From an optimization exercise on the open Yosys and OpenROAD flow, aimed at small area and a short achievable clock period; shortcuts taken in it are not production practice.
Only simulation tests tie the RTL to the original design; equivalence was not proved.

== willow ==
==> flow/design.v (excerpt) <==
module acc (
    input  wire        clk,
    input  wire        rst,
    input  wire        req_valid,
    input  wire [31:0] req_word,
    output wire        rsp_valid,
    output wire [31:0] rsp_word
);
    wire [3:0] op = req_word[31:28];
    wire [7:0] r8 = req_word[23:16];
    wire [7:0] g8 = req_word[15:8];
    wire [7:0] b8 = req_word[7:0];
    reg       seq_active;
    reg       seq_sub;
    reg [7:0] seq_cur;
    wire o1 = op == 4'h1;
    wire o2 = op == 4'h2;
    wire o3 = op == 4'h3;
    wire o4 = op == 4'h4;
    wire o5 = op == 4'h5;
    wire o6 = op == 4'h6;
    wire o7 = op == 4'h7;
    wire o8 = op == 4'h8;
    wire o9 = op == 4'h9;
    wire oa = op == 4'hA;
    wire ob = op == 4'hB;
    wire oc = op == 4'hC;
    wire od = op == 4'hD;
    wire mbz_ok = req_word[27:24] == 4'd0;
    wire z_hi   = req_word[23:11] == 13'd0;
    wire z_8    = z_hi & (req_word[10:8] == 3'd0);
    wire z_3    = z_8 & (req_word[7:3] == 5'd0);
    wire z_all  = z_3 & (req_word[2:0] == 3'd0);
    wire l_c = mbz_ok;                  
    wire l_8 = mbz_ok & z_8;            
    wire l_3 = mbz_ok & z_3;            
    wire l_z = mbz_ok & z_all;          
    wire [1:0] tag = req_word[10:9];
    wire v_fmt = ~tag[1] ? (req_word[8:3] == 6'd0)
                         : (~tag[0] | (req_word[8:5] == 4'd0));
    wire l_v = mbz_ok & z_hi & v_fmt;
    wire       v_rgb_bad;
    wire [2:0] v_bad;
    acc_var_encode u_vchk (.rgb(req_word[8:0]), .range_err(v_rgb_bad), .bad_value(v_bad));
    wire v_grey_bad = req_word[4] & req_word[3];
    wire r_bad = (r8[7:3] != 5'd0) | (r8[2] & r8[1]);
    wire g_bad = (g8[7:3] != 5'd0) | (g8[2] & g8[1]);
    wire b_bad = (b8[7:3] != 5'd0) | (b8[2] & b8[1]);
    wire c_rng = r_bad | g_bad | b_bad;
    wire c_ok  = ~c_rng;
    wire l_bad = (b8[7:5] != 3'd0) | (b8[4] & b8[3]);
  ...
Size in the first run: roughly 590 cells after synthesis, about 10 flip-flops, roughly 0.0031 mm² of cells after synthesis.
==> module acc, before the edit <==
module acc (
    input  wire        clk,
    input  wire        rst,
    input  wire        req_valid,
    input  wire [31:0] req_word,
    output wire        rsp_valid,
    output wire [31:0] rsp_word
);
    wire [3:0] op = req_word[31:28];
    wire [7:0] r8 = req_word[23:16];
    wire [7:0] g8 = req_word[15:8];
    wire [7:0] b8 = req_word[7:0];
    reg       seq_active;
    reg       seq_sub;
    reg [7:0] seq_cur;
    wire o1 = op == 4'h1;
    wire o2 = op == 4'h2;
    wire o3 = op == 4'h3;
    wire o4 = op == 4'h4;
    wire o5 = op == 4'h5;
    wire o6 = op == 4'h6;
    wire o7 = op == 4'h7;
    wire o8 = op == 4'h8;
    wire o9 = op == 4'h9;
    wire oa = op == 4'hA;
    wire ob = op == 4'hB;
    wire oc = op == 4'hC;
    wire od = op == 4'hD;
    wire mbz_ok = req_word[27:24] == 4'd0;
    wire z_hi   = req_word[23:11] == 13'd0;
    wire z_8    = z_hi & (req_word[10:8] == 3'd0);
    wire z_3    = z_8 & (req_word[7:3] == 5'd0);
    wire z_all  = z_3 & (req_word[2:0] == 3'd0);
    wire l_c = mbz_ok;                  
    wire l_8 = mbz_ok & z_8;            
    wire l_3 = mbz_ok & z_3;            
    wire l_z = mbz_ok & z_all;          
    wire [1:0] tag = req_word[10:9];
    wire v_fmt = ~tag[1] ? (req_word[8:3] == 6'd0)
                         : (~tag[0] | (req_word[8:5] == 4'd0));
    wire l_v = mbz_ok & z_hi & v_fmt;
    wire       v_rgb_bad;
    wire [2:0] v_bad;
    acc_var_encode u_vchk (.rgb(req_word[8:0]), .range_err(v_rgb_bad), .bad_value(v_bad));
    wire v_grey_bad = req_word[4] & req_word[3];
    wire r_bad = (r8[7:3] != 5'd0) | (r8[2] & r8[1]);
    wire g_bad = (g8[7:3] != 5'd0) | (g8[2] & g8[1]);
    wire b_bad = (b8[7:3] != 5'd0) | (b8[2] & b8[1]);
    wire c_rng = r_bad | g_bad | b_bad;
    wire c_ok  = ~c_rng;
    wire l_bad = (b8[7:5] != 3'd0) | (b8[4] & b8[3]);
    wire sel_ok = ~(req_word[2] & (req_word[1] | req_word[0]));
    wire legal = ((o1 | o2) & l_3) | ((o3 | o5 | o9 | ob) & l_c)
               | ((o4 | o7 | o8 | oa) & l_8) | (o6 & l_v)
               | (oc & l_3 & sel_ok) | (od & l_z);
    wire rng = ((o3 | o9) & c_rng) | ((o4 | oa) & l_bad)
             | (o6 & tag[1] & (tag[0] ? v_grey_bad : v_rgb_bad));
    wire sq_end = od & ~seq_active;
    wire st1 = ~legal | sq_end;
    wire st0 = legal & (rng | sq_end);
    wire [2:0] s_r, s_g, s_b;
    acc_scale24 u_sr (.c(r8), .level(s_r));
    acc_scale24 u_sg (.c(g8), .level(s_g));
    acc_scale24 u_sb (.c(b8), .level(s_b));
    wire use_s = (op[2] & ~op[1]) | (op[3] & op[1]);
    wire use_v = op[2] & op[1];
    wire [2:0] ch_r = use_s ? s_r : use_v ? req_word[8:6] : r8[2:0];
    wire [2:0] ch_g = use_s ? s_g : use_v ? req_word[5:3] : g8[2:0];
    wire [2:0] ch_b = use_s ? s_b : b8[2:0];
    wire [7:0] code;
    acc_rgb_code u_code (.red(ch_r), .green(ch_g), .blue(ch_b), .code(code));
    wire [10:0] cls_var;
    acc_classify u_cls (.code(b8), .var_out(cls_var));
    wire [7:0] l_code = {3'b111, b8[4] | b8[3], ~b8[3], b8[2:0]};
    wire dvalid = legal & ~oc & ~sq_end;
    wire [3:0] o = op;
    wire p_rgb  = ~o[2] & o[0] & (o[3] ^ o[1]);        
    wire p_grey = ~o[0] & ((o[2] & ~o[1]) | (o[3] & o[1]));  
    wire p_var  = o[2] & o[1] & ~o[0];                 
    wire p_w    = (~o[3] & ~o[2] & (o[1] ^ o[0])) | (o[3] & ~o[2] & ~o[1] & ~o[0]);  
    wire s_w8   = p_w | (p_grey & l_bad) | (p_rgb & ~r_bad & ~g_bad & b_bad)
                | (p_var & (~tag[1] | (tag[0] & v_grey_bad)));
    wire s_b3   = (~o[3] & ~o[2] & o[1] & ~o[0]) | (p_var & ~tag[1] & tag[0]);
    wire s_r8   = p_rgb & r_bad;
    wire s_g8   = p_rgb & ~r_bad & g_bad;
    wire s_code = ~o[3] & ((~o[2] & o[1] & o[0] & c_ok) | (o[2] & ~o[1] & o[0]))
                | (p_var & tag[1] & ~tag[0] & ~v_rgb_bad);
    wire s_vbad = p_var & tag[1] & ~tag[0] & v_rgb_bad;
    wire s_lc   = (o[2] & ~o[1] & ~o[0] & ~l_bad) | (p_var & tag[1] & tag[0] & ~v_grey_bad);
    wire s_pg   = o[3] & o[1] & ~o[0] & ~l_bad;
    wire s_pack = o[3] & ~o[2] & o[0] & (o[1] | c_ok);
    wire s_cls  = o[2] & o[1] & o[0];
    wire s_seq  = o[3] & o[2];
    wire [10:0] dmux =
          ({11{s_w8}}   & {3'd0, b8})
        | ({11{s_b3}}   & 11'd8)
        | ({11{s_r8}}   & {3'd0, r8})
        | ({11{s_g8}}   & {3'd0, g8})
        | ({11{s_code}} & {3'd0, code})
        | ({11{s_vbad}} & {8'd0, v_bad})
        | ({11{s_lc}}   & {3'd0, l_code})
        | ({11{s_pg}}   & {2'd3, 4'd0, b8[4:0]})
        | ({11{s_pack}} & {2'd2, ch_r, ch_g, ch_b})
        | ({11{s_cls}}  & cls_var)
        | ({11{s_seq}}  & {3'd0, seq_cur});
    wire [10:0] d = {11{dvalid}} & dmux;
    wire accept  = req_valid & ~rst;
    wire do_strt = accept & oc & l_3 & sel_ok;
    wire do_next = accept & od & l_z & seq_active;
    wire sel_sub = req_word[2] | req_word[1] | req_word[0];
    reg [7:0] first;
    always @* begin
        case (req_word[2:0])
            3'd2:    first = 8'd8;
            3'd3:    first = 8'd16;
            3'd4:    first = 8'd232;
            default: first = 8'd0;
        endcase
    end
    wire at_end = (seq_cur == 8'd255)
                | (seq_sub & ((seq_cur == 8'd7) | (seq_cur == 8'd15) | (seq_cur == 8'd231)));
    always @(posedge clk) begin
        if (rst)
            seq_active <= 1'b0;
        else if (do_strt)
            seq_active <= 1'b1;
        else if (do_next & at_end)
            seq_active <= 1'b0;
    end
    always @(posedge clk) begin
        if (do_strt) begin
            seq_cur <= first;
            seq_sub <= sel_sub;
        end else if (do_next & ~at_end) begin
            seq_cur <= seq_cur + 8'd1;
        end
    end
    assign rsp_valid = accept;
    assign rsp_word  = {2'b00, st1, st0, 17'd0, d};
endmodule
export LEC_CHECK = 0
export ABC_AREA = 1
export CAP_MARGIN = 20
export CORE_MARGIN = 2
export CORE_UTILIZATION = 70
export CTS_BUF_LIST = sky130_fd_sc_hd__clkbuf_4
export SLEW_MARGIN = 20
export BUFFER_PORTS_ARGS = -buffer_cell sky130_fd_sc_hd__buf_2
create_clock -name core_clock -period 11.0 [get_ports {clk}]
standard.sh (not shown) runs the stock make flow with config.mk's settings and CLKGATE_MAP_FILE= SYNTH_SCRIPT=/design/flow/synth_recipe.tcl, a recipe that flattens the netlist after the stock synthesis.
==> flow/flow/run.sh <==
#!/bin/bash
# The standard layout with three changes: constant outputs share one tie cell
# (no repair_tie_fanout),
# rest of the logic (no full/half-adder cell extraction), and the port
# buffers are plain buffers (sky130_fd_sc_hd__buf_2).
set -e
echo "export BUFFER_PORTS_ARGS = -buffer_cell sky130_fd_sc_hd__buf_2" >> config.mk
bash standard.sh ADDER_MAP_FILE= SKIP_REPAIR_TIE_FANOUT=1 finish > standard.log 2>&1
willow finished every stage and its layout cleared the timing, design-rule and antenna checks.
Input-level comparison between onyx and willow:
--- a/flow/design.v
+++ b/flow/design.v
@@ -122,9 +122,8 @@
     wire r_bad = (r8[7:3] != 5'd0) | (r8[2] & r8[1]);
     wire g_bad = (g8[7:3] != 5'd0) | (g8[2] & g8[1]);
     wire b_bad = (b8[7:3] != 5'd0) | (b8[2] & b8[1]);
     wire c_rng = r_bad | g_bad | b_bad;
-    wire c_ok  = ~c_rng;
     wire l_bad = (b8[7:5] != 3'd0) | (b8[4] & b8[3]);
     wire sel_ok = ~(req_word[2] & (req_word[1] | req_word[0]));
     wire legal = ((o1 | o2) & l_3) | ((o3 | o5 | o9 | ob) & l_c)
                | ((o4 | o7 | o8 | oa) & l_8) | (o6 & l_v)
@@ -147,28 +146,23 @@
     acc_rgb_code u_code (.red(ch_r), .green(ch_g), .blue(ch_b), .code(code));
     wire [10:0] cls_var;
     acc_classify u_cls (.code(b8), .var_out(cls_var));
     wire [7:0] l_code = {3'b111, b8[4] | b8[3], ~b8[3], b8[2:0]};
-    wire dvalid = legal & ~oc & ~sq_end;
-    wire [3:0] o = op;
-    wire p_rgb  = ~o[2] & o[0] & (o[3] ^ o[1]);        
-    wire p_grey = ~o[0] & ((o[2] & ~o[1]) | (o[3] & o[1]));  
-    wire p_var  = o[2] & o[1] & ~o[0];                 
-    wire p_w    = (~o[3] & ~o[2] & (o[1] ^ o[0])) | (o[3] & ~o[2] & ~o[1] & ~o[0]);  
-    wire s_w8   = p_w | (p_grey & l_bad) | (p_rgb & ~r_bad & ~g_bad & b_bad)
-                | (p_var & (~tag[1] | (tag[0] & v_grey_bad)));
-    wire s_b3   = (~o[3] & ~o[2] & o[1] & ~o[0]) | (p_var & ~tag[1] & tag[0]);
-    wire s_r8   = p_rgb & r_bad;
-    wire s_g8   = p_rgb & ~r_bad & g_bad;
-    wire s_code = ~o[3] & ((~o[2] & o[1] & o[0] & c_ok) | (o[2] & ~o[1] & o[0]))
-                | (p_var & tag[1] & ~tag[0] & ~v_rgb_bad);
-    wire s_vbad = p_var & tag[1] & ~tag[0] & v_rgb_bad;
-    wire s_lc   = (o[2] & ~o[1] & ~o[0] & ~l_bad) | (p_var & tag[1] & tag[0] & ~v_grey_bad);
-    wire s_pg   = o[3] & o[1] & ~o[0] & ~l_bad;
-    wire s_pack = o[3] & ~o[2] & o[0] & (o[1] | c_ok);
-    wire s_cls  = o[2] & o[1] & o[0];
-    wire s_seq  = o[3] & o[2];
-    wire [10:0] dmux =
+    wire c_ok = ~c_rng;
+    wire s_w8   = ((o1 | o2) & l_3) | (o8 & l_8) | ((o4 | oa) & l_8 & l_bad)
+                | ((o3 | o9) & l_c & ~r_bad & ~g_bad & b_bad)
+                | (o6 & l_v & (~tag[1] | (tag[0] & v_grey_bad)));
+    wire s_b3   = (o2 & l_3) | (o6 & l_v & ~tag[1] & tag[0]);
+    wire s_r8   = (o3 | o9) & l_c & r_bad;
+    wire s_g8   = (o3 | o9) & l_c & ~r_bad & g_bad;
+    wire s_code = (o3 & l_c & c_ok) | (o5 & l_c) | (o6 & l_v & tag[1] & ~tag[0] & ~v_rgb_bad);
+    wire s_vbad = o6 & l_v & tag[1] & ~tag[0] & v_rgb_bad;
+    wire s_lc   = ((o4 & l_8 & ~l_bad) | (o6 & l_v & tag[1] & tag[0] & ~v_grey_bad));
+    wire s_pg   = oa & l_8 & ~l_bad;
+    wire s_pack = (o9 & l_c & c_ok) | (ob & l_c);
+    wire s_cls  = o7 & l_8;
+    wire s_seq  = od & l_z & seq_active;
+    wire [10:0] d =
           ({11{s_w8}}   & {3'd0, b8})
         | ({11{s_b3}}   & 11'd8)
         | ({11{s_r8}}   & {3'd0, r8})
         | ({11{s_g8}}   & {3'd0, g8})
@@ -178,12 +172,11 @@
         | ({11{s_pg}}   & {2'd3, 4'd0, b8[4:0]})
         | ({11{s_pack}} & {2'd2, ch_r, ch_g, ch_b})
         | ({11{s_cls}}  & cls_var)
         | ({11{s_seq}}  & {3'd0, seq_cur});
-    wire [10:0] d = {11{dvalid}} & dmux;
     wire accept  = req_valid & ~rst;
     wire do_strt = accept & oc & l_3 & sel_ok;
-    wire do_next = accept & od & l_z & seq_active;
+    wire do_next = accept & s_seq;
     wire sel_sub = req_word[2] | req_word[1] | req_word[0];
     reg [7:0] first;
     always @* begin
         case (req_word[2:0])
Results
- Compared with willow, onyx shows final weighted congestion in routability-driven placement that has gone up by a few percent.
- Global-route wire length before repair: lower on onyx
- Sequential cell count: willow vs onyx identical
- Lower final cell count without fillers among onyx and willow: onyx
- Diff willow -> onyx | die area | decrease of about 5%

afterwards: timing with drivers on the ports:
The flow's constraints put no driver on any port. The routed layouts listed below were extracted and timed again, unchanged, in two steps.
Step 1 (the two cells are an assumption about what drives the block):
set clk [get_ports {clk}]
set_driving_cell -lib_cell sky130_fd_sc_hd__clkbuf_16 $clk
set_driving_cell -lib_cell sky130_fd_sc_hd__buf_2 [delete_from_list [all_inputs] $clk]
Step 2 also shifts input and output timing later by t, the mid clock arrival at the registers, as if the neighbouring blocks saw the same clock.
Slacks: ideal / step 1 / step 2; pairs: ideal / step 1.
run	t, ns	slack for setup (ns)	worst hold slack (ns)	worst setup path at the end
willow	0.293	3.987 / 3.960 / 3.960	0.527 / 0.527 / 0.527	input to output
onyx	0.293	4.151 / 4.132 / 4.132	0.517 / 0.517 / 0.517	input to output
After both steps setup and hold are still met in every run listed. The setup slack of willow, which loses most, moves by -0.027 ns with the drivers and by -0.027 ns with both steps.
